From an optimization exercise on the open Yosys and OpenROAD flow, aimed at small area; shortcuts taken in it are not production practice.
In this exercise RTL edits were held to simulation tests only and were not proved equivalent to the original.
Power is estimated from default activity; no workload was simulated.

==> flow/design.v <==
module l2c_rx8 (
    input  wire       clk,
    input  wire       rst,
    input  wire       rx_valid,
    input  wire [2:0] rx_ch,
    input  wire       rx_level,
    output wire       rep_byte_valid,
    output wire [7:0] rep_byte,
    output wire       rep_end_valid,
    output wire       rep_end_ok,
    output wire [2:0] rep_ch
);
    localparam integer NCH = 8;
    reg  [NCH-1:0] q_sel;       
    reg            q_level;
    always @(posedge clk) begin
        if (rst)
            q_sel <= {NCH{1'b0}};
        else
            q_sel <= {{(NCH-1){1'b0}}, rx_valid} << rx_ch;
        q_level <= rx_level;
    end
    wire q_valid = |q_sel;
    reg        s_lvl  [0:NCH-1];
    reg [2:0]  s_ones [0:NCH-1];
    reg [7:0]  s_sh   [0:NCH-1];
    reg [10:0] s_bc   [0:NCH-1];
    reg [15:0] s_crc  [0:NCH-1];
    reg         r_lvl;
    reg  [2:0]  r_ones;
    reg  [7:0]  r_sh;
    reg  [10:0] r_bc;
    reg  [15:0] r_crc;
    reg  [2:0]  r_ch;
    integer k;
    always @(*) begin
        r_lvl  = 1'b0;
        r_ones = 3'd0;
        r_sh   = 8'h00;
        r_bc   = 11'd0;
        r_crc  = 16'h0000;
        r_ch   = 3'd0;
        for (k = 0; k < NCH; k = k + 1) begin
            r_lvl  = r_lvl  | (s_lvl[k]  & q_sel[k]);
            r_ones = r_ones | (s_ones[k] & {3{q_sel[k]}});
            r_sh   = r_sh   | (s_sh[k]   & {8{q_sel[k]}});
            r_bc   = r_bc   | (s_bc[k]   & {11{q_sel[k]}});
            r_crc  = r_crc  | (s_crc[k]  & {16{q_sel[k]}});
            r_ch   = r_ch   | (k[2:0]    & {3{q_sel[k]}});
        end
    end
    wire        d      = (q_level == r_lvl);            
    wire        in_a   = |r_sh;                         
    wire        in_b   = !in_a && |r_bc[6:0];           
    wire        sync   = in_a || |r_bc[6:0];
    wire        ones5  = (r_ones == 3'd5);
    wire        ones6  = (r_ones == 3'd6);
    wire        abort  = d && r_ones[2] && r_ones[1];   
    wire        flag   = !d && ones6;
    wire        app    = sync && !abort && !flag && !ones5;
    wire        bytec  = app && r_sh[0];                
    wire        have   = |r_bc;                         
    wire        enough = !in_a || |r_bc[10:2];
    wire        aligned = in_a ? (r_sh[1] && !r_sh[0]) : r_bc[6];
    wire        x6     = in_a ? r_sh[2] : r_bc[5];      
    wire        over   = app && !in_a && r_bc[6];       
    wire        last   = r_bc[10] && !(|r_bc[9:0]);    
    wire        fcs_ok = (r_crc == (x6 ? 16'hD92F : 16'h9F0B));
    wire [2:0]  n_ones = !d ? 3'd0 : (r_ones == 3'd7) ? 3'd7 : r_ones + 3'd1;
    wire [7:0]  n_sh   = (abort || over)     ? 8'h00 :
                         flag                ? 8'h80 :
                         bytec               ? (last ? 8'h00 : 8'h80) :
                         (app && in_a)       ? {d, r_sh[7:1]} : r_sh;
    wire        bc_wr  = flag || abort || over || bytec || (app && in_b);
    wire [10:0] n_bc   = (flag || abort || over) ? 11'd0 :
                         {r_bc[9:0], bytec ? ((r_bc[10] ^ r_bc[8]) || !have) : d};
    wire        crc_wr = flag || app;
    wire [15:0] n_crc  = flag ? 16'hFFFF :
                         ((r_crc >> 1) ^ ((r_crc[0] ^ d) ? 16'h8408 : 16'h0000));
    assign rep_byte       = {d, r_sh[7:1]};
    assign rep_byte_valid = q_valid && bytec;
    assign rep_end_valid  = q_valid && (((abort || flag) && sync && have) || over);
    assign rep_end_ok     = flag && aligned && enough && fcs_ok;
    assign rep_ch         = r_ch;
    wire        w_lvl  = rst ? 1'b0 : q_level;
    wire [2:0]  w_ones = rst ? 3'd0 : n_ones;
    wire [7:0]  w_sh   = rst ? 8'h00 : n_sh;
    wire [10:0] w_bc   = rst ? 11'd0 : n_bc;
    integer c;
    always @(posedge clk) begin
        for (c = 0; c < NCH; c = c + 1) begin
            if (rst || q_sel[c]) begin
                s_lvl[c]  <= w_lvl;
                s_ones[c] <= w_ones;
                s_sh[c]   <= w_sh;
            end
            if (rst || (q_sel[c] && bc_wr))
                s_bc[c]   <= w_bc;
            if (q_sel[c] && crc_wr)
                s_crc[c]  <= n_crc;
        end
    end
endmodule
==> flow/config.mk <==
export PLATFORM = sky130hd
export DESIGN_NAME = l2c_rx8
export DESIGN_NICKNAME = l2c_rx8
export VERILOG_FILES = /design/flow/design.v
export SDC_FILE = /design/flow/constraint.sdc
export NUM_CORES = 4
export LEC_CHECK = 0
export CAP_MARGIN = 0
export CORE_MARGIN = 2
export CORE_UTILIZATION = 40
export SLEW_MARGIN = 0
==> flow/constraint.sdc <==
create_clock -name core_clock -period 6.0 [get_ports {clk}]
set_input_delay 1.2000 -clock core_clock [delete_from_list [all_inputs] [get_ports {clk}]]
set_output_delay 1.2000 -clock core_clock [all_outputs]
set_load 0.01 [all_outputs]
standard.sh (not shown) runs the stock make flow with config.mk's settings and CLKGATE_MAP_FILE= SYNTH_SCRIPT=/design/flow/synth_recipe.tcl, a recipe that flattens the netlist after the stock synthesis.
==> flow/flow/run.sh <==
#!/bin/bash
# Layout flow: the standard flow (standard.sh) with these changes:
#  - synthesis maps the logic with ABC's area mapper (flow/synth.tcl,
#    flow/abc_area.script); registers are mapped exactly as in the standard
#    synthesis;
#  - port buffers use the smallest buffer cell;
#  - CTS uses clkbuf_4 cells in small clusters and adds no dummy loads.
# Each step's full output is in orfs/logs/; make's output is in flow.log.
set -euo pipefail
here=$(pwd)
export MY_ABC_SCRIPT=$here/flow/abc_area.script
export GPL_KEEP_OVERFLOW=0.1
export BUFFER_PORTS_ARGS="-buffer_cell sky130_fd_sc_hd__buf_1"
export CTS_ARGS="-sink_clustering_enable -repair_clock_nets -dont_use_dummy_load -buf_list sky130_fd_sc_hd__clkbuf_4 -sink_clustering_size 10 -sink_clustering_max_diameter 40"
sed "s#SYNTH_SCRIPT=[^ ]*#SYNTH_SCRIPT=$here/flow/synth.tcl#" standard.sh > own_standard.sh
grep -q "SYNTH_SCRIPT=$here/flow/synth.tcl" own_standard.sh
bash own_standard.sh finish > flow.log 2>&1
==> flow/flow/abc_area.script <==
strash
dc2
dc2
dch -f
amap -A 8 -F 2
==> flow/flow/synth.tcl <==
# synth_recipe.tcl with one change: ABC maps the logic with an area-oriented
# script (flow/abc_area.script) instead of ORFS's. Registers are mapped by
# the same steps as the standard synthesis, so they keep their names and cells.
proc synth {args} { yosys synth -nofsm -noshare {*}$args }
proc abc {args} {
  set i [lsearch $args -script]
  if {$i >= 0} { lset args [expr {$i + 1}] $::env(MY_ABC_SCRIPT) }
  yosys abc {*}$args
}
source $::env(SCRIPTS_DIR)/synth.tcl
# left out here: clear keep_hierarchy, flatten, clean up, hide names made inside functions, write 1_2_yosys.v
Edit:
--- a/flow/flow/run.sh
+++ b/flow/flow/run.sh
@@ -5,4 +5,6 @@
 #    synthesis;
 #  - port buffers use the smallest buffer cell;
+#  - drivers of large loads get drive strength 4 before placement
+#    (flow/pre_gp.tcl);
 #  - CTS uses clkbuf_4 cells in small clusters and adds no dummy loads.
 # Each step's full output is in orfs/logs/; make's output is in flow.log.
@@ -10,5 +12,5 @@
 here=$(pwd)
 export MY_ABC_SCRIPT=$here/flow/abc_area.script
-export GPL_KEEP_OVERFLOW=0.1
+export PRE_GLOBAL_PLACE_TCL=$here/flow/pre_gp.tcl
 export BUFFER_PORTS_ARGS="-buffer_cell sky130_fd_sc_hd__buf_1"
 export CTS_ARGS="-sink_clustering_enable -repair_clock_nets -dont_use_dummy_load -buf_list sky130_fd_sc_hd__clkbuf_4 -sink_clustering_size 10 -sink_clustering_max_diameter 40"
==> flow/flow/pre_gp.tcl (new file) <==
# Before global placement: give each driver of a large load (12 or more
# input pins) the _4 drive strength of its cell, so that timing-driven
# placement does not add a buffer after it.
set upsized 0
foreach inst [get_cells *] {
  set cell [get_property $inst ref_name]
  if {![regexp {^(sky130_fd_sc_hd__[a-z0-9]+)_([0-9]+)$} $cell -> base drive]} { continue }
  if {$drive >= 4} { continue }
  if {[string match *buf* $base] || [string match *inv* $base]} { continue }
  set big 0
  foreach opin [get_pins -of_objects $inst -filter "direction==output"] {
    set net [get_nets -of_objects $opin]
    if {$net eq ""} { continue }
    set n [llength [get_pins -of_objects $net -filter "direction==input"]]
    if {$n >= 12} { set big 1 }
  }
  if {!$big} { continue }
  set lc [get_lib_cells -quiet ${base}_4]
  if {$lc eq ""} { puts "pre_gp: no ${base}_4 for [get_full_name $inst]"; continue }
  puts "pre_gp: [get_full_name $inst] $cell -> ${base}_4"
  replace_cell $inst $lc
  incr upsized
}
puts "pre_gp: upsized $upsized drivers"
Settings changed: CORE_UTILIZATION 40 to 50, PLACE_DENSITY set to 0.7.
The new run finished with timing, DRC and antenna clean.
Combinational power goes down by about 4%.
Area after synthesis does not change.
Design area falls by 2.3%.
Via count came out higher by 1.7%.
Non-clock buffer count came out lower by 13.
Total power is about the same.
Sequential cell count is unchanged.
Register-to-register slack gains 0.47 ns.
Utilization goes up by 9.5 points.

==> afterwards: timing with drivers on the ports <==
How much do the figures lean on ideal ports? The routed layouts below were timed once more, with nothing changed but the port constraints.
Step 1 sets driving cells, clkbuf_16 on the clock port and buf_2 on the other inputs (assumed; they add their load-dependent delay and slew).
Step 2 also shifts input and output timing later by t, the mid clock arrival at the registers, as if the neighbouring blocks saw the same clock.
Three values: no drivers, after step 1, after step 2; two values: the first two.
run	t, ns	setup WS [ns]	worst setup path at the end
the first run	0.675	0.494 / 0.457 / 0.594	register to register
the second run	0.685	0.479 / 0.438 / 1.059	register to register
After both steps every run listed still meets setup and hold.
